Background: an optimization exercise with open tools, aiming at small area. Do not read the settings as production practice.
Only simulation tests tie the RTL to the original design; equivalence was not proved.
Power figures rest on the tool's default switching activity, not on a simulated workload.

==> design/flow/design.v <==
module ts0710_crc_step (
    input  wire [7:0] crc_in,
    input  wire [7:0] data,
    output reg  [7:0] crc_out
);
    integer k;
    always @* begin
        crc_out = crc_in ^ data;
        for (k = 0; k < 8; k = k + 1) begin
            if (crc_out[0])
                crc_out = (crc_out >> 1) ^ 8'hE0;
            else
                crc_out = crc_out >> 1;
        end
    end
endmodule
module ts0710_rx (
    input  wire        clk,
    input  wire        rst,
    input  wire        compat,      
    input  wire        flush,       
    input  wire        rx_valid,
    input  wire [7:0]  rx_data,
    output reg         code_valid,
    output reg  [3:0]  code,
    output wire [7:0]  frm_addr,
    output wire [7:0]  frm_ctrl,
    output wire [15:0] frm_len,
    output wire [7:0]  frm_fcs,
    output wire        pay_valid,
    output wire [7:0]  pay_data,
    output reg         in_frame,
    output reg  [15:0] acc_len
);
    localparam [7:0] FLAG = 8'hF9;
    localparam [7:0] CRC_INIT = 8'hEB;
    localparam [7:0] CRC_RES  = 8'hCF;
    reg  [7:0]  addr_r;
    reg  [7:0]  ctrl_r;
    reg  [15:0] len_r;
    wire        long_r = len_r[15];
    reg         past_r;      
    reg  [7:0]  crc_r;
    reg  [7:0]  b1;          
    reg  [7:0]  b2;          
    assign pay_valid = code_valid & (code == 4'd2) &
                       (~(acc_len[15:3] == 13'd0) | (acc_len[2] & acc_len[1] & (acc_len[0] | ~long_r)));
    assign frm_addr = addr_r;
    assign frm_ctrl = ctrl_r;
    assign frm_len  = len_r;
    assign frm_fcs  = b2;
    assign pay_data = b2;
    wire [7:0] crc_next;
    ts0710_crc_step u_crc (.crc_in(crc_r), .data(b1), .crc_out(crc_next));
    wire is_flag  = (rx_data == FLAG);
    wire at_cap   = acc_len[15] & acc_len[2] & acc_len[1];
    wire overflow = in_frame & ~flush & at_cap;
    wire inf      = in_frame & ~flush & ~at_cap;    
    wire idx1     = (acc_len == 16'd1);
    wire idx2     = (acc_len == 16'd2);
    wire idx3     = (acc_len == 16'd3);
    wire idx4     = (acc_len == 16'd4);
    wire idx5     = (acc_len == 16'd5);
    wire collapse = is_flag & idx1;
    wire [15:0] flen = acc_len - (long_r ? 16'd6 : 16'd5);
    wire exact    = ~flen[15] & (flen[14:0] == len_r[14:0]);
    wire complete = is_flag & (exact | past_r);
    wire ctrl_uih = ((ctrl_r & 8'hEF) == 8'hEF);
    wire ctrl_ua  = ((ctrl_r & 8'hEF) == 8'h63);
    wire ff       = ~long_r & (&len_r[6:0]);
    wire quirk    = compat & ff;
    wire fcs_ok   = (compat & ctrl_ua) | (crc_next == CRC_RES);
    wire append   = rx_valid & inf & ~collapse;
    wire hdr_cov  = (acc_len[15:3] == 13'd0) &
                    (~acc_len[2] | (~acc_len[1] & (~acc_len[0] | long_r)));
    always @(posedge clk) begin
        if (rx_valid) b1 <= rx_data;
        b2 <= b1;
        if (idx1) addr_r <= rx_data;
        if (idx2) ctrl_r <= rx_data;
        if (idx3) len_r <= {~rx_data[0], 8'd0, rx_data[7:1]};
        if (idx4 && long_r) len_r[14:7] <= rx_data;
        if (append && complete) len_r <= flen;
        if (!inf)
            crc_r <= CRC_INIT;
        else if (append && (!ctrl_uih || hdr_cov))
            crc_r <= crc_next;
        if (!inf)
            past_r <= 1'b0;
        else if (append && exact)
            past_r <= 1'b1;
        code <= 4'd2;
        if (!inf)
            code <= overflow ? (is_flag ? 4'd8 : 4'd7) : {3'd0, is_flag};
        else if (collapse)
            code <= 4'd3;
        else if (complete) begin
            if (quirk)
                code <= 4'd4;
            else if (!exact)
                code <= 4'd5;
            else if (fcs_ok)
                code <= 4'd4;
            else
                code <= 4'd6;
        end
        if (rst) begin
            code_valid <= 1'b0;
            in_frame   <= 1'b0;
            acc_len    <= 16'd0;
        end else begin
            code_valid <= rx_valid;
            if (rx_valid) begin
                if (!inf) begin
                    in_frame <= is_flag;
                    acc_len  <= {15'd0, is_flag};
                end else if (complete && !collapse) begin
                    in_frame <= 1'b0;
                    acc_len  <= 16'd0;
                end else if (!collapse) begin
                    acc_len  <= acc_len + 16'd1;
                end
            end else if (flush) begin
                in_frame <= 1'b0;
                acc_len  <= 16'd0;
            end
        end
    end
endmodule
module ts0710_tx (
    input  wire        clk,
    input  wire        rst,
    input  wire        tx_start,
    input  wire [7:0]  tx_addr,
    input  wire [7:0]  tx_ctrl,
    input  wire [15:0] tx_len,
    output wire        tx_ready,
    input  wire        tx_pl_valid,
    input  wire [7:0]  tx_pl_data,
    output wire        tx_pl_ready,
    output reg         tx_valid,
    output wire [7:0]  tx_data,
    output reg         len_err      
);
    localparam [7:0] FLAG = 8'hF9;
    localparam [2:0] S_IDLE  = 3'd0,
                     S_ADDR  = 3'd1,    
                     S_CTRL  = 3'd2,
                     S_LEN0  = 3'd3,
                     S_LEN1  = 3'd4,
                     S_PAY   = 3'd5,
                     S_FCS   = 3'd6,
                     S_CLOSE = 3'd7;
    reg [2:0]  state;
    reg [7:0]  out_r;       
    reg        cov_r;       
    reg        uih_r;       
    reg [14:0] len_r;
    reg [7:0]  crc_r;
    wire       short_len = (len_r[14:7] == 8'd0);
    wire       hi_zero   = (len_r[14:1] == 14'd0);
    wire [7:0] len_b0    = {len_r[6:0], short_len};
    wire [7:0] len_b1    = len_r[14:7];
    assign tx_ready    = (state == S_IDLE);
    assign tx_pl_ready = (state == S_PAY);
    wire show_flag = (state == S_IDLE) | (state == S_ADDR);
    assign tx_data = show_flag ? FLAG : out_r;
    wire [7:0] crc_next;
    wire [7:0] crc_in = (state == S_CTRL) ? 8'hFF : crc_r;
    ts0710_crc_step u_crc (.crc_in(crc_in), .data(out_r), .crc_out(crc_next));
    wire [7:0] crc_d = cov_r ? crc_next : crc_r;
    always @(posedge clk) begin
        crc_r <= (state == S_IDLE) ? tx_ctrl : crc_d;
        case (state)
            S_IDLE:  begin out_r <= tx_addr | 8'h01; cov_r <= 1'b0; end
            S_ADDR:  cov_r <= 1'b1;
            S_CTRL:  begin out_r <= crc_r; cov_r <= 1'b1; end
            S_LEN0:  begin out_r <= len_b0; cov_r <= 1'b1; end
            S_LEN1:  begin out_r <= len_b1; cov_r <= 1'b1; end
            S_PAY:   begin out_r <= tx_pl_data; cov_r <= tx_pl_valid & ~uih_r; end
            S_FCS:   begin out_r <= ~crc_d; cov_r <= 1'b0; end
            default: cov_r <= 1'b0;
        endcase
        if (state == S_CTRL)
            uih_r <= ((crc_r & 8'hEF) == 8'hEF);
        len_r <= (state == S_IDLE) ? tx_len[14:0] : len_r - {14'd0, tx_pl_ready & tx_pl_valid};
        if (rst) begin
            state    <= S_IDLE;
            tx_valid <= 1'b0;
            len_err  <= 1'b0;
        end else begin
            len_err  <= (state == S_IDLE) & tx_start & tx_len[15];
            case (state)
                S_IDLE:  tx_valid <= tx_start & ~tx_len[15];
                S_PAY:   tx_valid <= tx_pl_valid;
                default: tx_valid <= 1'b1;
            endcase
            case (state)
                S_IDLE:  if (tx_start && !tx_len[15]) state <= S_ADDR;
                S_ADDR:  state <= S_CTRL;
                S_CTRL:  state <= S_LEN0;
                S_LEN0:  state <= !short_len ? S_LEN1 : (hi_zero && !len_r[0]) ? S_FCS : S_PAY;
                S_LEN1:  state <= S_PAY;
                S_PAY:   if (tx_pl_valid && hi_zero && len_r[0]) state <= S_FCS;
                S_FCS:   state <= S_CLOSE;
                S_CLOSE: state <= S_IDLE;
                default: state <= S_IDLE;
            endcase
        end
    end
endmodule
module ts0710_codec (
    input  wire        clk,
    input  wire        rst,           
    input  wire        compat,        
    input  wire        stat_clr,      
    input  wire        rx_valid,
    input  wire [7:0]  rx_data,
    input  wire        rx_flush,      
    output wire        rx_code_valid,
    output wire [3:0]  rx_code,
    output wire [7:0]  frm_addr,
    output wire [7:0]  frm_ctrl,
    output wire [15:0] frm_len,
    output wire [7:0]  frm_fcs,
    output wire        pay_valid,
    output wire [7:0]  pay_data,
    output wire        in_frame,
    output wire [15:0] acc_len,
    input  wire        tx_start,
    input  wire [7:0]  tx_addr,
    input  wire [7:0]  tx_ctrl,
    input  wire [15:0] tx_len,
    output wire        tx_ready,
    input  wire        tx_pl_valid,
    input  wire [7:0]  tx_pl_data,
    output wire        tx_pl_ready,
    output wire        tx_valid,
    output wire [7:0]  tx_data,
    output reg  [31:0] cnt_ok,
    output reg  [31:0] cnt_framing,
    output reg  [31:0] cnt_checksum,
    output reg  [31:0] cnt_overflow,
    output reg  [3:0]  err_flags      
);
    wire tx_len_err;
    ts0710_rx u_rx (
        .clk        (clk),
        .rst        (rst),
        .compat     (compat),
        .flush      (rx_flush),
        .rx_valid   (rx_valid),
        .rx_data    (rx_data),
        .code_valid (rx_code_valid),
        .code       (rx_code),
        .frm_addr   (frm_addr),
        .frm_ctrl   (frm_ctrl),
        .frm_len    (frm_len),
        .frm_fcs    (frm_fcs),
        .pay_valid  (pay_valid),
        .pay_data   (pay_data),
        .in_frame   (in_frame),
        .acc_len    (acc_len)
    );
    ts0710_tx u_tx (
        .clk         (clk),
        .rst         (rst),
        .tx_start    (tx_start),
        .tx_addr     (tx_addr),
        .tx_ctrl     (tx_ctrl),
        .tx_len      (tx_len),
        .tx_ready    (tx_ready),
        .tx_pl_valid (tx_pl_valid),
        .tx_pl_data  (tx_pl_data),
        .tx_pl_ready (tx_pl_ready),
        .tx_valid    (tx_valid),
        .tx_data     (tx_data),
        .len_err     (tx_len_err)
    );
    wire ev_ok   = rx_code_valid && (rx_code == 4'd4);
    wire ev_bad  = rx_code_valid && (rx_code == 4'd5);
    wire ev_csum = rx_code_valid && (rx_code == 4'd6);
    wire ev_ovf  = rx_code_valid && ((rx_code == 4'd7) || (rx_code == 4'd8));
    reg clr_d;
    always @(posedge clk) begin
        if (rst) clr_d <= 1'b0;
        else     clr_d <= stat_clr;
    end
    wire keep = ~(rst | clr_d);
    function automatic [31:0] cnt_next(input [31:0] cnt, input ev, input keep, input rst);
        integer i;
        reg c;
        begin
            c = ev;
            cnt_next[0] = ~rst & ((cnt[0] & keep) ^ ev);
            for (i = 1; i < 32; i = i + 1) begin
                c = c & cnt[i-1];
                cnt_next[i] = keep & (cnt[i] ^ c);
            end
        end
    endfunction
    always @(posedge clk) begin
        cnt_ok       <= cnt_next(cnt_ok,       ev_ok,   keep, rst);
        cnt_framing  <= cnt_next(cnt_framing,  ev_bad,  keep, rst);
        cnt_checksum <= cnt_next(cnt_checksum, ev_csum, keep, rst);
        cnt_overflow <= cnt_next(cnt_overflow, ev_ovf,  keep, rst);
        err_flags    <= ({4{keep}} & err_flags) |
                        ({4{~rst}} & {tx_len_err, ev_ovf, ev_csum, ev_bad});
    end
endmodule
==> design/flow/flow/run.sh <==
#!/bin/bash
# The standard layout with three changes:
#  - synthesis maps for area (flow/synth_prelude.tcl, flow/area.abc);
#  - plain buf_1 cells as the port buffers;
#  - a clock tree of clkbuf_8 cells on clusters of up to 17 flip-flops.
set -euo pipefail
cat flow/synth_prelude.tcl synth_recipe.tcl > area_synth.tcl
export AREA_ABC_SCRIPT="$PWD/flow/area.abc"
bash standard.sh finish "SYNTH_SCRIPT=$PWD/area_synth.tcl" \
  "BUFFER_PORTS_ARGS=-buffer_cell sky130_fd_sc_hd__buf_1" \
  "CTS_ARGS=-sink_clustering_enable -repair_clock_nets -sink_clustering_size 17 -sink_clustering_max_diameter 65 -buf_list sky130_fd_sc_hd__clkbuf_8 -dont_use_dummy_load" > standard.log 2>&1
==> design/flow/flow/area.abc <==
strash
&get -n
&st
&dch -f
&nf -a -R 1000
&put
strash
&get -n
&st
&dch -f
&nf -a -R 1000
&put
strash
&get -n
&st
&dch -f
&nf -a -R 1000
&put
mfs3 -a -e
==> design/flow/flow/synth_prelude.tcl <==
# Area-oriented synthesis: the adders are left to ABC as plain logic, and ABC
# maps with flow/area.abc (area-oriented mapping) in place of ORFS's speed
# script. Everything else is the standard synthesis (synth_recipe.tcl,
# appended after this file), so the registers are the same.
set ::env(ADDER_MAP_FILE) ""
proc abc {args} {
  set i [lsearch -exact $args -script]
  if { $i >= 0 } {
    lset args [expr { $i + 1 }] $::env(AREA_ABC_SCRIPT)
  }
  yosys abc {*}$args
}
==> design/flow/standard.sh <==
#!/bin/bash
# synth_recipe.tcl (not shown) runs the flow's synth.tcl, then flattens the netlist and writes it again
# the make line also repeats each setting of config.mk as NAME=value (left out here)
make -C /OpenROAD-flow-scripts/flow DESIGN_CONFIG=/design/flow/config.mk WORK_HOME=/design/flow/orfs CLKGATE_MAP_FILE= SYNTH_SCRIPT=/design/flow/synth_recipe.tcl "${@:-finish}"
==> design/flow/config.mk <==
export PLATFORM = sky130hd
export DESIGN_NAME = ts0710_codec
export DESIGN_NICKNAME = ts0710_codec
export VERILOG_FILES = /design/flow/design.v
export SDC_FILE = /design/flow/constraint.sdc
export NUM_CORES = 4
export LEC_CHECK = 0
export CAP_MARGIN = 20
export CORE_MARGIN = 2
export CORE_UTILIZATION = 65
export SLEW_MARGIN = 20
==> design/flow/constraint.sdc <==
create_clock -name core_clock -period 10.0 [get_ports {clk}]
set_input_delay 2.0000 -clock core_clock [delete_from_list [all_inputs] [get_ports {clk}]]
set_output_delay 2.0000 -clock core_clock [all_outputs]
set_load 0.01 [all_outputs]
==> results.yml, run 1 <==
sta:
  min_period_ns: 5.85
  timing.fmax_ghz: 0.171
  hold_ws_ns: 0.407
  finalSetupViolCount: 0
  rsz0062_at_grt: "false"
  relSlewSlack: 0.289
  fin_setup_tns_ns: 0
  fin_crit_sh: 0.585
  skew_ns: 0.0438
  finalHoldViolations: 0
  report.final.slew_viol_count: 0
  worst_pin_slew_ns: 1.07
final_layout:
  multi_input_area_um2: 4390
  diodes: 0
  drive_gt1_frac: 0.0209
  final_cell_area_um2: 11500
  ff_latch_area_um2: 5500
  nFillCells: 1165
  area_delta_synth_final_pct: 14.9
  final_nets: 1396
  stdcell_count: 1526
critical_path:
  ff2ff_path_depth: 24
  worstSetupStartpointType: "flip-flop"
  cp.arrival_ns: 6.22
  path_max_fanout: 5
  cp.required_ns: 10.37
  rr_startpoint: "u_rx.code[2]"
  crit_path_end_kind: "flip-flop"
  critPathKind: "reg -> reg"
  startpoint: "u_rx.code[2]"
global_route:
  grt_max_degree: 82
  grt_usage: 0.287
  grt_pass1_wl_um: 38500
  grt_antenna_before_repair: 0
  overflow: 0
  grt_pass1_vias: 7964
clock_network:
  cts_setup_buffers: 0
  clockBufferDepth: 3
  cts_tree: "yes"
  clk_pin_slew_ns: 0.11
  clk_latency_ns: 0.52
  cts-htree-levels: 1
  clockRootBuffer: "clkbuf_8"
  postCtsHoldBufs: 0
  ctsResizeCount: 0
  cts_buffers: 18
  clock_sinks: 250
floorplanning:
  dieArea_um2: 16400
  coreArea_um2: 15100
  io_pins: 270
  die_w_um: 128
  die_h_um: 128
  initial_utilization: 0.662
  row_count: 45
yosys:
  yosys.area.top_type: "dfxtp_1"
  synth_area_um2: 9980
  yosys_most_used_dff: "dfxtp_1"
  yosysTopAreaCellShare: 0.403
  synth_fa_ha_area_frac: 0
  synth_xor_area_frac: 0.0649
  syn_nets: 1109
  synth_warnings: 4
  synth_area_per_cell_um2: 9.48
  ys_seq_area_frac: 0.550
  synthSimpleGateAreaFrac: 0.205
  synth_top_family_by_area: "simple AND/OR/NAND/NOR gates"
  synth_mux_area_frac: 0.00201
  async_flop_share: 0
  synth_cells: 1053
  synth_compound_area_frac: 0.168
  synth_area_leaders: "dfxtp_1 40%, edfxtp_1 15%, o21ai_0 6.4%"
  ys_types: 41
  synth_seq_cells: 250
  synth_edf_count: 49
placement:
  hpwl_um: 17300
  dp.cells: 1508
  port_buffers: 268
  place.gp.congestion: 0.852
  place_area_um2: 11200
power_and_ir_drop:
  seqPwrFrac: 0.549
  clkPwrFrac: 0.208
  p_leak_nw: 4.21
  power_density_nw_per_um2: 191
  power_w: 0.00219
  vdd_drop_max_v: 0.000123
  p_int_w: 0.00150
  switchingPower_w: 0.000689
  combPwrFrac: 0.242
  sw_frac_of_total: 0.315
worst_hold_path:
  min_path_type: "reg -> reg"
  holdCritStartpoint: "u_rx.b1[0]"
  whs_path_depth: 0
drt:
  drc: 0
  drt-pass1-iter-count: 5
  wirelength_um: 23900
  post_drt_wl_per_cell_um: 15.7
  vias_per_cell: 5.79
  drtAntennaViolNets: 0
  vias: 8840
  drt_iter0_drc: 697
status:
  outcome: "complete, no violations"
run:
  cap_violations: 0
## power by group through the flow
| stage | clock network [W] | logic [W] | registers, W |
|---|---|---|---|
| 6_report | 0.000456 | 0.000530 | 0.00120 |
| 5_1_grt | 0.000504 | 0.000595 | 0.00121 |
| 4_1_cts | 0.000466 | 0.000530 | 0.00120 |
| 3_5_place_dp | 0 | 0.000527 | 0.00122 |
| 3_3_place_gp | 0 | 0.000514 | 0.00122 |
| 2_1_floorplan | 0 | 0.000410 | 0.00120 |
## flip-flops by register name, summed over array words and instances, names as in the netlist, 4 cells and up
signal,count
cnt_framing,32
u_rx.code,4
u_rx.b1,8
u_tx.crc_r,8
u_rx.acc_len,16
u_tx.len_r,15
cnt_overflow,32
u_rx.b2,8
u_rx.ctrl_r,8
cnt_checksum,32
u_tx.out_r,8
u_rx.crc_r,8
u_rx.len_r,16
u_rx.addr_r,8
err_flags,4
cnt_ok,32
## final cells by class
class	instances	area share
Timing Repair Buffer	276	0.0929
Clock buffer	18	0.0216
Tap cell	188	0.0205
Sequential cell	250	0.479
Multi-Input combinational cell	784	0.383
Inverter	10	0.00327
## metrics by stage
step | utilization | worst slack (ns)
finish | 0.760 | 4.15
global route | 0.760 | 3.31
CTS | 0.760 | 4.14
detailed placement | 0.744 | 4.18
global placement | 0.744 | 4.34
floorplan | - | 4.76
## metal layers
| metal | vias up | track usage | part of all wire |
|---|---|---|---|
| met1 | 4102 | 0.376 | 0.43 |
| met2 | 292 | 0.485 | 0.47 |
| met3 | 50 | 0.0555 | 0.070 |
| li1 | 4396 | - | - |
| met5 | - | 0 | 0 |
| met4 | 0 | 0.0905 | 0.029 |
## cells in the mapped netlist, drive strengths merged, types with 2 or more instances
| cell type | count |
|---|---|
| o31ai | 3 |
| nor2b | 16 |
| nand4 | 7 |
| and3 | 60 |
| mux2i | 2 |
| a221oi | 2 |
| o21a | 4 |
| nand3 | 15 |
| dfxtp | 201 |
| nand2b | 14 |
| buf | 9 |
| a31oi | 10 |
| a21o | 5 |
| nor3b | 5 |
| edfxtp | 49 |
| and2 | 31 |
| clkinv | 10 |
| a22o | 3 |
| o22ai | 6 |
| o21ai | 127 |
| nor4 | 9 |
| and4 | 3 |
| xor2 | 24 |
| or3 | 6 |
| nor2 | 90 |
| o211ai | 2 |
| nor3 | 76 |
| a22oi | 14 |
| xnor2 | 50 |
| nand2 | 57 |
| a21oi | 126 |
| or2 | 8 |
## critical path, cell delays in order, from the launching register on
cell and delay [ns]:
dfxtp_1 0.37, nor2b_1 0.18, nand2_1 0.12, nor3b_1 0.41
and3_1 0.29, and3_1 0.25, and3_1 0.22, and2_0 0.24
and3_1 0.22, and2_0 0.23, and3_1 0.25, and3_1 0.20
and2_0 0.18, and2_0 0.24, and3_1 0.23, and2_0 0.24
and3_1 0.27, and3_1 0.21, and2_0 0.17, and2_0 0.24
and3_1 0.22, and2_0 0.26, and3_1 0.27, and3_1 0.18
nor3_1 0.04
## final timing paths
check | end | slack, ns
max | cnt_framing[31] | 4.15
max reg2reg | cnt_framing[31] | 4.15
min | u_rx.b2[0] | 0.41
min reg2reg | u_rx.b2[0] | 0.41
## logic make-up (layout without fill, tap and decap cells)
family / after synthesis / after routing
mux: 2 / 2
flops: 250 / 250
xor+xnor: 74 / 74
compound gates: 308 / 308
buf+inv: 19 / 304
simple gates: 400 / 400
## placed cells by master (no fill, tap or decap), drive strengths merged, types with 2 or more instances in the layout
| cell | instances |
|---|---|
| or2 | 8 |
| nor2 | 90 |
| clkbuf | 18 |
| and4 | 3 |
| xnor2 | 50 |
| and3 | 60 |
| dfxtp | 201 |
| a31oi | 10 |
| nand3 | 15 |
| nand4 | 7 |
| edfxtp | 49 |
| xor2 | 24 |
| o22ai | 6 |
| nand2b | 14 |
| o31ai | 3 |
| nand2 | 57 |
| a21oi | 126 |
| nor4 | 9 |
| a221oi | 2 |
| or3 | 6 |
| nor3 | 76 |
| clkinv | 10 |
| a21o | 5 |
| and2 | 31 |
| nor2b | 16 |
| mux2i | 2 |
| nor3b | 5 |
| o211ai | 2 |
| o21ai | 127 |
| buf | 276 |
| o21a | 4 |
| a22o | 3 |
| a22oi | 14 |
==> inputs of run 2 (changes only) <==
--- a/design/flow/flow/area.abc
+++ b/design/flow/flow/area.abc
@@ -1,3 +1,21 @@
+strash
+&get -n
+&st
+&dch -f
+&nf -a -R 1000
+&put
+strash
+&get -n
+&st
+&dch -f
+&nf -a -R 1000
+&put
+strash
+&get -n
+&st
+&dch -f
+&nf -a -R 1000
+&put
 strash
 &get -n
 &st
==> results.yml, run 2 <==
status:
  outcome: "complete, no violations"
final_layout:
  final_nets: 1391
  ff_latch_area_um2: 5500
  drive_gt1_frac: 0.0195
  mostFrequentLayoutCells: "268 x buf_1, 201 x dfxtp_1, 133 x o21ai_0"
  nFillCells: 1209
  fin_util: 0.758
  area_delta_synth_final_pct: 14.9
  multi_input_area_um2: 4320
  diodes: 0
  final_common_cell: "buf_1"
global_route:
  grt_max_degree: 55
  grt_pass1_wl_um: 38300
  grt_usage: 0.287
  overflow: 0
  grt_antenna_before_repair: 0
  grt_pass1_vias: 7859
yosys:
  synth_area_um2: 9920
  synth_area_leaders: "dfxtp_1 41%, edfxtp_1 15%, o21ai_0 6.7%"
  yosys.area.top_type: "dfxtp_1"
  yosysMostFrequentCell: "dfxtp_1"
  ys_seq_area_frac: 0.554
  yosysTopAreaCellShare: 0.406
  ys_types: 46
  async_flop_share: 0
  synth_warnings: 4
  synth_area_per_cell_um2: 9.45
  yosys_most_used_dff: "dfxtp_1"
  synth_cells: 1050
  synth_seq_cells: 250
  synth_edf_count: 49
  syn_nets: 1106
  synth_common_cells: "201 x dfxtp_1, 133 x o21ai_0, 128 x a21oi_1"
clock_network:
  clock_sinks: 250
  clk_latency_ns: 0.52
  cts_setup_buffers: 0
  cts_buffers: 18
  clockRootBuffer: "clkbuf_8"
  clk_pin_slew_ns: 0.11
  cts-htree-levels: 1
  postCtsHoldBufs: 0
  clockBufferDepth: 3
  cts_tree: "yes"
  ctsResizeCount: 0
critical_path:
  cp.arrival_ns: 6.24
  path_max_fanout: 5
  cp.required_ns: 10.36
  critPathKind: "reg -> reg"
  ff2ff_path_depth: 24
  worstSetupStartpointType: "flip-flop"
  crit_path_end_kind: "flip-flop"
power_and_ir_drop:
  seqPwrFrac: 0.548
  clkPwrFrac: 0.211
  combPwrFrac: 0.241
  vdd_drop_max_v: 0.000147
  power_density_nw_per_um2: 193
  sw_frac_of_total: 0.319
  p_int_w: 0.00150
  switchingPower_w: 0.000701
  p_leak_nw: 4.15
sta:
  fin_setup_tns_ns: 0
  report.final.slew_viol_count: 0
  finalSetupViolCount: 0
  worst_pin_slew_ns: 1.06
  min_period_ns: 5.87
  skew_ns: 0.0208
  relSlewSlack: 0.292
  rsz0062_at_grt: "false"
  finalHoldViolations: 0
  timing.fmax_ghz: 0.170
  fin_crit_sh: 0.587
floorplanning:
  dieArea_um2: 16300
  row_count: 45
  initial_utilization: 0.660
  io_pins: 270
  die_w_um: 128
  die_h_um: 128
  coreArea_um2: 15000
placement:
  port_buffers: 268
  place.gp.congestion: 0.896
  hpwl_um: 17800
drt:
  vias: 8864
  drt-pass1-iter-count: 5
  post_drt_wl_per_cell_um: 16.1
  drt_iter0_drc: 720
  vias_per_cell: 5.83
  drc: 0
  drtAntennaViolNets: 0
  wirelength_um: 24400
worst_hold_path:
  min_path_type: "reg -> reg"
  whs_path_depth: 0
run:
  cap_violations: 0
run 2: cell count changes after synthesis, sizes merged, moves of 4 or more:
cell,before,now
nor3,76,65
o21a,4,0
nand3,15,19
a22oi,14,20
nor4,9,5
nor2,90,102
nand2b,14,9
xnor2,50,41
o21ai,127,133
run 2: per-stage QoR:
stage | cells | setup WS [ns] | cell area, um^2 | total power (W) | hold slack, ns
2_1_floorplan | 1050 | 4.80 | 9920 | 0.00161 | 0.367
3_3_place_gp | 1503 | 4.38 | 11100 | 0.00173 | 0.384
3_5_place_dp | 1503 | 4.18 | 11100 | 0.00175 | 0.376
4_1_cts | 1521 | 4.14 | 11400 | 0.00220 | 0.400
5_1_grt | 1521 | 3.49 | 11400 | 0.00232 | 0.407
6_report | 1521 | 4.13 | 11400 | 0.00220 | 0.398
run 2: final cells by class:
cell class              count  area share
clock buffers              18      0.0217
repair buffers            274      0.0923
inverters                  11     0.00362
multi-input cells         780       0.379
flip-flops and latches    250       0.482
well taps                 188      0.0206
run 2: cell families after synthesis:
logic type	Yosys count	synth area share
AOI/OAI and AO/OA	321	0.177
DFF	250	0.554
buffers and inverters	20	0.0110
and+or+nand+nor	392	0.199
muxes	1	0.00101
xor gates and xnor gates	66	0.0583
run 2: final timing paths:
path	from	to	slack, ns
worst max-delay path	u_rx.code[2]	cnt_framing[31]	4.13
worst min-delay path	u_rx.b1[2]	u_rx.b2[2]	0.40
worst max register to register	u_rx.code[2]	cnt_framing[31]	4.13
worst min register to register	u_rx.b1[2]	u_rx.b2[2]	0.40
run 2: worst max-delay path, cell delays in order (launching register included):
cell,delay (ns)
dfxtp_1,0.37
nor2b_1,0.17
nand2_1,0.12
nor3b_1,0.36
and3_1,0.29
and3_1,0.23
and2_0,0.20
and3_1,0.26
and3_1,0.22
and2_0,0.25
and3_1,0.24
and2_0,0.25
and3_1,0.23
and2_0,0.24
and3_1,0.21
and2_0,0.25
and3_1,0.26
and3_1,0.21
and2_0,0.24
and3_1,0.22
and2_0,0.18
and2_0,0.24
and3_1,0.26
and3_1,0.17
nor3_1,0.04
run 2: layer usage:
layer,global-route usage,routed length (um)
met5,0,0
met3,0.0436,1930
met2,0.483,11600
met1,0.389,10300
met4,0.0802,627
run 2: power by group through the flow:
stage	Sequential, W	Combinational, W	Clock, W
finish	0.00120	0.000530	0.000464
global route	0.00122	0.000592	0.000511
CTS	0.00120	0.000526	0.000469
detailed placement	0.00122	0.000525	0
global placement	0.00122	0.000511	0
floorplan	0.00120	0.000409	0
==> inputs of run 3 (changes only) <==
--- a/design/flow/config.mk
+++ b/design/flow/config.mk
@@ -7,5 +7,5 @@
 export LEC_CHECK = 0
 export CAP_MARGIN = 20
 export CORE_MARGIN = 2
-export CORE_UTILIZATION = 65
+export CORE_UTILIZATION = 75
 export SLEW_MARGIN = 20
==> results.yml, run 3 <==
final_layout:
  ff_latch_area_um2: 5500
  final_common_cell: "buf_1"
  mostFrequentLayoutCells: "268 x buf_1, 201 x dfxtp_1, 133 x o21ai_0"
  area_delta_synth_final_pct: 14.7
  diodes: 0
  final_nets: 1390
  stdcell_count: 1508
  drive_gt1_frac: 0.0195
  multi_input_area_um2: 4330
  nFillCells: 755
drt:
  drc: 0
  drt_iter0_drc: 1017
  vias: 9263
  post_drt_wl_per_cell_um: 17.1
  vias_per_cell: 6.14
  drt-pass1-iter-count: 5
  wirelength_um: 25800
  drtAntennaViolNets: 0
floorplanning:
  die_w_um: 119
  io_pins: 270
  row_count: 42
  dieArea_um2: 14200
  die_h_um: 119
  coreArea_um2: 13100
  initial_utilization: 0.758
yosys:
  syn_nets: 1106
  synth_area_um2: 9920
  synth_area_per_cell_um2: 9.45
  synth_area_leaders: "dfxtp_1 41%, edfxtp_1 15%, o21ai_0 6.7%"
  ys_seq_area_frac: 0.554
  synth_seq_cells: 250
  synth_edf_count: 49
  yosys_most_used_dff: "dfxtp_1"
  yosysTopAreaCellShare: 0.406
  synth_common_cells: "201 x dfxtp_1, 133 x o21ai_0, 128 x a21oi_1"
  yosysMostFrequentCell: "dfxtp_1"
  synth_cells: 1050
  async_flop_share: 0
  ys_types: 46
  synth_warnings: 4
  yosys.area.top_type: "dfxtp_1"
critical_path:
  cp.required_ns: 10.36
  crit_path_end_kind: "flip-flop"
  cp.arrival_ns: 6.51
  path_max_fanout: 5
  worstSetupStartpointType: "flip-flop"
  critPathKind: "reg -> reg"
sta:
  fin_crit_sh: 0.615
  skew_ns: 0.0365
  rsz0062_at_grt: "false"
  finalHoldViolations: 0
  relSlewSlack: 0.293
  report.final.slew_viol_count: 0
  timing.fmax_ghz: 0.163
  worst_pin_slew_ns: 1.06
  fin_setup_tns_ns: 0
  min_period_ns: 6.15
  finalSetupViolCount: 0
clock_network:
  cts_buffers: 18
  postCtsHoldBufs: 0
  clockRootBuffer: "clkbuf_8"
  cts_setup_buffers: 0
  clk_pin_slew_ns: 0.11
  clk_latency_ns: 0.52
  clockBufferDepth: 3
  cts-htree-levels: 1
  cts_tree: "yes"
  ctsResizeCount: 0
  clock_sinks: 250
power_and_ir_drop:
  vdd_drop_max_v: 0.000137
  power_density_nw_per_um2: 194
  power_w: 0.00221
  p_leak_nw: 4.15
worst_hold_path:
  min_path_type: "reg -> reg"
global_route:
  grt_pass1_vias: 8497
  grt_usage: 0.353
  overflow: 0
  grt_pass1_wl_um: 41100
  grt_antenna_before_repair: 0
  grt_max_degree: 87
placement:
  place.gp.congestion: 0.904
  port_buffers: 268
  hpwl_um: 18600
  dp.cells: 1490
run:
  cap_violations: 0
status:
  outcome: "complete, no violations"
-- run 3: cell counts after synthesis --
No cell type changed its count.
-- run 3: layout make-up --
| class | instances | area share |
|---|---|---|
| Multi-Input combinational cell | 780 | 0.380 |
| Tap cell | 176 | 0.0194 |
| Sequential cell | 250 | 0.483 |
| Clock buffer | 18 | 0.0218 |
| Inverter | 11 | 0.00363 |
| Timing Repair Buffer | 273 | 0.0917 |
-- run 3: report_power, final --
| group | switching (W) | internal [W] |
|---|---|---|
| logic | 0.000322 | 0.000216 |
| registers | 0.0000891 | 0.00112 |
| clock network | 0.000297 | 0.000163 |
| total | 0.000708 | 0.00150 |
-- run 3: critical path, stage by stage, from the launching register on --
cell and delay [ns]:
dfxtp_1 0.38, nor2b_1 0.20, nand2_1 0.13, nor3b_1 0.43, and3_1 0.31, and3_1 0.23, and2_0 0.19, and3_1 0.24
and3_1 0.22, and2_0 0.24, and3_1 0.23, and2_0 0.27, and3_1 0.23, and2_0 0.24, and3_1 0.23, and2_0 0.25
and3_1 0.28, and3_1 0.23, and2_0 0.28, and3_1 0.24, and2_0 0.19, and2_0 0.25, and3_1 0.27, and3_1 0.18
nor3_1 0.04
-- run 3: kinds of logic (layout without fill, tap and decap cells) --
kind of cell,after synthesis,after routing,synth area share
AOI/OAI and AO/OA,321,321,0.177
xor gates and xnor gates,66,66,0.0583
buffers and inverters,20,302,0.0110
DFF,250,250,0.554
muxes,1,1,0.00101
and+or+nand+nor,392,392,0.199
-- run 3: path summary, 6_finish.rpt --
path | cells past startpoint | slack (ns) | start | to
min reg2reg | 0 | 0.41 | u_rx.b1[7] | u_rx.b2[7]
max reg2reg | 24 | 3.85 | u_rx.code[2] | cnt_framing[31]
max | 24 | 3.85 | u_rx.code[2] | cnt_framing[31]
min | 0 | 0.41 | u_rx.b1[7] | u_rx.b2[7]
-- run 3: metrics by stage --
step	hold WS (ns)	instance area, um^2	worst slack [ns]	util
CTS	0.407	11400	3.92	0.869
finish	0.407	11400	3.85	0.869
global placement	0.382	11100	4.44	0.850
floorplan	0.367	9920	4.80	-
detailed placement	0.386	11100	4.07	0.850
global route	0.427	11400	3.23	0.869
-- run 3: routing by layer --
metal | vias to the layer above | GRT usage | routed length, um
li1 | 4365 | - | -
met1 | 4330 | 0.458 | 10200
met2 | 490 | 0.601 | 12400
met3 | 78 | 0.0565 | 2240
met4 | 0 | 0.129 | 926
met5 | - | 0 | 0
==> inputs of run 4 (changes only) <==
--- a/design/flow/flow/run.sh
+++ b/design/flow/flow/run.sh
@@ -8,4 +8,4 @@
 export AREA_ABC_SCRIPT="$PWD/flow/area.abc"
 bash standard.sh finish "SYNTH_SCRIPT=$PWD/area_synth.tcl" \
   "BUFFER_PORTS_ARGS=-buffer_cell sky130_fd_sc_hd__buf_1" \
-  "CTS_ARGS=-sink_clustering_enable -repair_clock_nets -sink_clustering_size 17 -sink_clustering_max_diameter 65 -buf_list sky130_fd_sc_hd__clkbuf_8 -dont_use_dummy_load" > standard.log 2>&1
+  "CTS_ARGS=-sink_clustering_enable -repair_clock_nets -sink_clustering_size 17 -sink_clustering_max_diameter 65 -buf_list {sky130_fd_sc_hd__clkbuf_4 sky130_fd_sc_hd__clkbuf_8} -dont_use_dummy_load" > standard.log 2>&1
==> design/flow/flow/area.abc (replaced) <==
strash
&get -n
&st
&dch -f
&nf -a -R 1000
&put
strash
&get -n
&st
&dch -f
&nf -a -R 1000
&put
strash
&get -n
&st
&dch -f
&nf -a -R 1000
&put
mfs3 -a -e
--- a/design/flow/config.mk
+++ b/design/flow/config.mk
@@ -7,5 +7,5 @@
 export LEC_CHECK = 0
 export CAP_MARGIN = 20
 export CORE_MARGIN = 2
-export CORE_UTILIZATION = 75
+export CORE_UTILIZATION = 65
 export SLEW_MARGIN = 20
==> results.yml, run 4 <==
power_and_ir_drop:
  vdd_drop_max_v: 0.000123
  p_leak_nw: 4.21
  power_density_nw_per_um2: 191
critical_path:
  crit_path_end_kind: "flip-flop"
  path_max_fanout: 5
  reg2reg_to: "cnt_framing[31]"
  critPathKind: "reg -> reg"
  cp_slowest_cell: "nor3b_1"
  regToRegSetupSlack_ns: 4.15
  worstPathCellList: "nor2b_1 > nand2_1 > nor3b_1 > and3_1 > and3_1 > and3_1 > and2_0 > and3_1 > and2_0 > and3_1 > and3_1 > and2_0 > and2_0 > and3_1 > and2_0 > and3_1 > and3_1 > and2_0 > and2_0 > and3_1 > and2_0 > and3_1 > and3_1 > nor3_1"
  cp.required_ns: 10.37
  ff2ff_path_depth: 24
  cp.arrival_ns: 6.22
  crit_path_frequent_cell: "and3_1"
  worstSetupStartpointType: "flip-flop"
  rr_startpoint: "u_rx.code[2]"
  slowest_delay_ns: 0.41
worst_hold_path:
  holdCritStartpoint: "u_rx.b1[0]"
  holdPathEnd: "u_rx.b2[0]"
  whs_path_depth: 0
  min_path_type: "reg -> reg"
clock_network:
  clk_pin_slew_ns: 0.11
  clockBufferDepth: 3
  postCtsHoldBufs: 0
  cts_buffers: 18
  ctsResizeCount: 0
  cts_tree: "yes"
  cts-htree-levels: 1
  cts_setup_buffers: 0
  clk_latency_ns: 0.52
  clockRootBuffer: "clkbuf_8"
  clock_sinks: 250
final_layout:
  final_cell_area_um2: 11500
  stdcell_count: 1526
  nFillCells: 1165
  area_delta_synth_final_pct: 14.9
  mostFrequentLayoutCells: "268 x buf_1, 201 x dfxtp_1, 127 x o21ai_0"
  diodes: 0
  final_common_cell: "buf_1"
  final_nets: 1396
  drive_gt1_frac: 0.0209
floorplanning:
  die_w_um: 128
  row_count: 45
  dieArea_um2: 16400
  io_pins: 270
  die_h_um: 128
  coreArea_um2: 15100
  initial_utilization: 0.662
yosys:
  async_flop_share: 0
  yosysTopAreaCellShare: 0.403
  yosys_most_used_dff: "dfxtp_1"
  synth_area_per_cell_um2: 9.48
  yosysMostFrequentCell: "dfxtp_1"
  ys_seq_area_frac: 0.550
  yosys.area.top_type: "dfxtp_1"
  synth_edf_count: 49
  syn_nets: 1109
  synth_area_leaders: "dfxtp_1 40%, edfxtp_1 15%, o21ai_0 6.4%"
  synth_common_cells: "201 x dfxtp_1, 127 x o21ai_0, 126 x a21oi_1"
  synth_seq_cells: 250
  synth_cells: 1053
  synth_warnings: 4
  ys_types: 41
  synth_area_um2: 9980
placement:
  place_area_um2: 11200
  place.gp.congestion: 0.852
  port_buffers: 268
  dp.cells: 1508
  hpwl_um: 17300
  dp_slack_ns: 4.18
run:
  cap_violations: 0
sta:
  finalHoldViolations: 0
  min_period_ns: 5.85
  fin_setup_tns_ns: 0
  finalSetupViolCount: 0
  rsz0062_at_grt: "false"
  fin_ws_ns: 4.15
  relSlewSlack: 0.289
  timing.fmax_ghz: 0.171
  worst_pin_slew_ns: 1.07
  report.final.slew_viol_count: 0
  hold_ws_ns: 0.407
  skew_ns: 0.0438
  fin_crit_sh: 0.585
drt:
  drt-pass1-iter-count: 5
  drt_iter0_drc: 697
  drtAntennaViolNets: 0
  drc: 0
  vias_per_cell: 5.79
  vias: 8840
  wirelength_um: 23900
  post_drt_wl_per_cell_um: 15.7
global_route:
  grt_usage: 0.287
  grt_pass1_wl_um: 38500
  grt_max_degree: 82
  grt_pass1_vias: 7964
  overflow: 0
  grt_antenna_before_repair: 0
status:
  outcome: "complete, no violations"
run 4: changes by cell type after synthesis, moves of 4 or more:
cell,previous run,this run
a22oi_1,20,14
nor2_1,102,90
xnor2_1,41,50
nand2b_1,9,14
o21a_1,0,4
nand3_1,19,15
o21ai_0,133,127
nor4_1,5,9
nor3_1,65,76
run 4: area by class of cell:
| type | instances | area, um^2 | area share |
|---|---|---|---|
| sequential | 250 | 5500 | 0.479 |
| multi-input combinational | 784 | 4390 | 0.383 |
| timing repair buffer | 276 | 1070 | 0.0929 |
| clock buffer | 18 | 248 | 0.0216 |
| tap | 188 | 235 | 0.0205 |
| inverter | 10 | 37.5 | 0.00327 |
run 4: how the worst max path moves through the flow:
stage               depth (start not counted)              end         start  slack (ns)
floorplan                                  24  cnt_framing[31]  u_rx.code[2]        4.76
global placement                           24  cnt_framing[31]  u_rx.code[2]        4.34
detailed placement                         24  cnt_framing[31]  u_rx.code[2]        4.18
CTS                                        24  cnt_framing[31]  u_rx.code[2]        4.14
global route                               24  cnt_framing[31]  u_rx.code[2]        3.31
finish                                     24  cnt_framing[31]  u_rx.code[2]        4.15
run 4: cell families after synthesis:
group	count (synthesis)	share of synthesized area
simple gates	400	0.205
compound gates	308	0.168
flops	250	0.550
xor+xnor	74	0.0649
buf+inv	19	0.0105
mux	2	0.00201
run 4: report_power, final:
group	total [W]	switching [W]	leakage, nW	internal, W
Clock	0.000456	0.000293	0.129	0.000163
Combinational	0.000530	0.000311	1.99	0.000219
Sequential	0.00120	0.0000847	2.09	0.00112
run 4: stage by stage:
step | power [W] | util
after detailed placement | 0.00175 | 0.744
after floorplan | 0.00161 | -
after global placement | 0.00173 | 0.744
after global routing | 0.00231 | 0.760
final | 0.00219 | 0.760
after CTS | 0.00219 | 0.760
run 4: layer usage:
metal	global-route usage	vias to the layer above	share of wire
li1	-	4396	-
met2	0.485	292	0.47
met5	0	-	0
met3	0.0555	50	0.070
met1	0.376	4102	0.43
met4	0.0905	0	0.029
run 4: critical path, delay by kind of cell, from the launching register on:
kind	cells	cell delay (ns)
DFF	1	0.37
and+or+nand+nor	24	5.36

-- afterwards: timing with drivers on the ports --
The flow's constraints put no driver on any port. The routed layouts listed below were extracted and timed again, unchanged, in two steps.
Step 1 sets driving cells, clkbuf_16 on the clock port and buf_2 on the other inputs (assumed; they add their load-dependent delay and slew).
Step 2 moves the port delays by t, midway between the first and last clock arrival at a register: inputs arrive t later, outputs are due t later. That takes back most of the time a late clock gives input paths.
Slacks: ideal ports / drivers / drivers and shift; pairs: ideal ports / drivers.
run	shift t [ns]	slack for setup (ns)	slew at the worst register clock pin (ns)	worst slew at a driven data input, ns	cell pins on the clock port's net
run 1	0.537	4.150 / 4.150 / 4.150	0.11 / 0.11	0.05	1
run 2	0.546	4.126 / 4.126 / 4.126	0.11 / 0.11	0.05	1
run 3	0.539	3.849 / 3.849 / 3.849	0.11 / 0.11	0.05	1
run 4	0.537	4.150 / 4.150 / 4.150	0.11 / 0.11	0.05	1
After both steps every run listed still meets setup and hold.
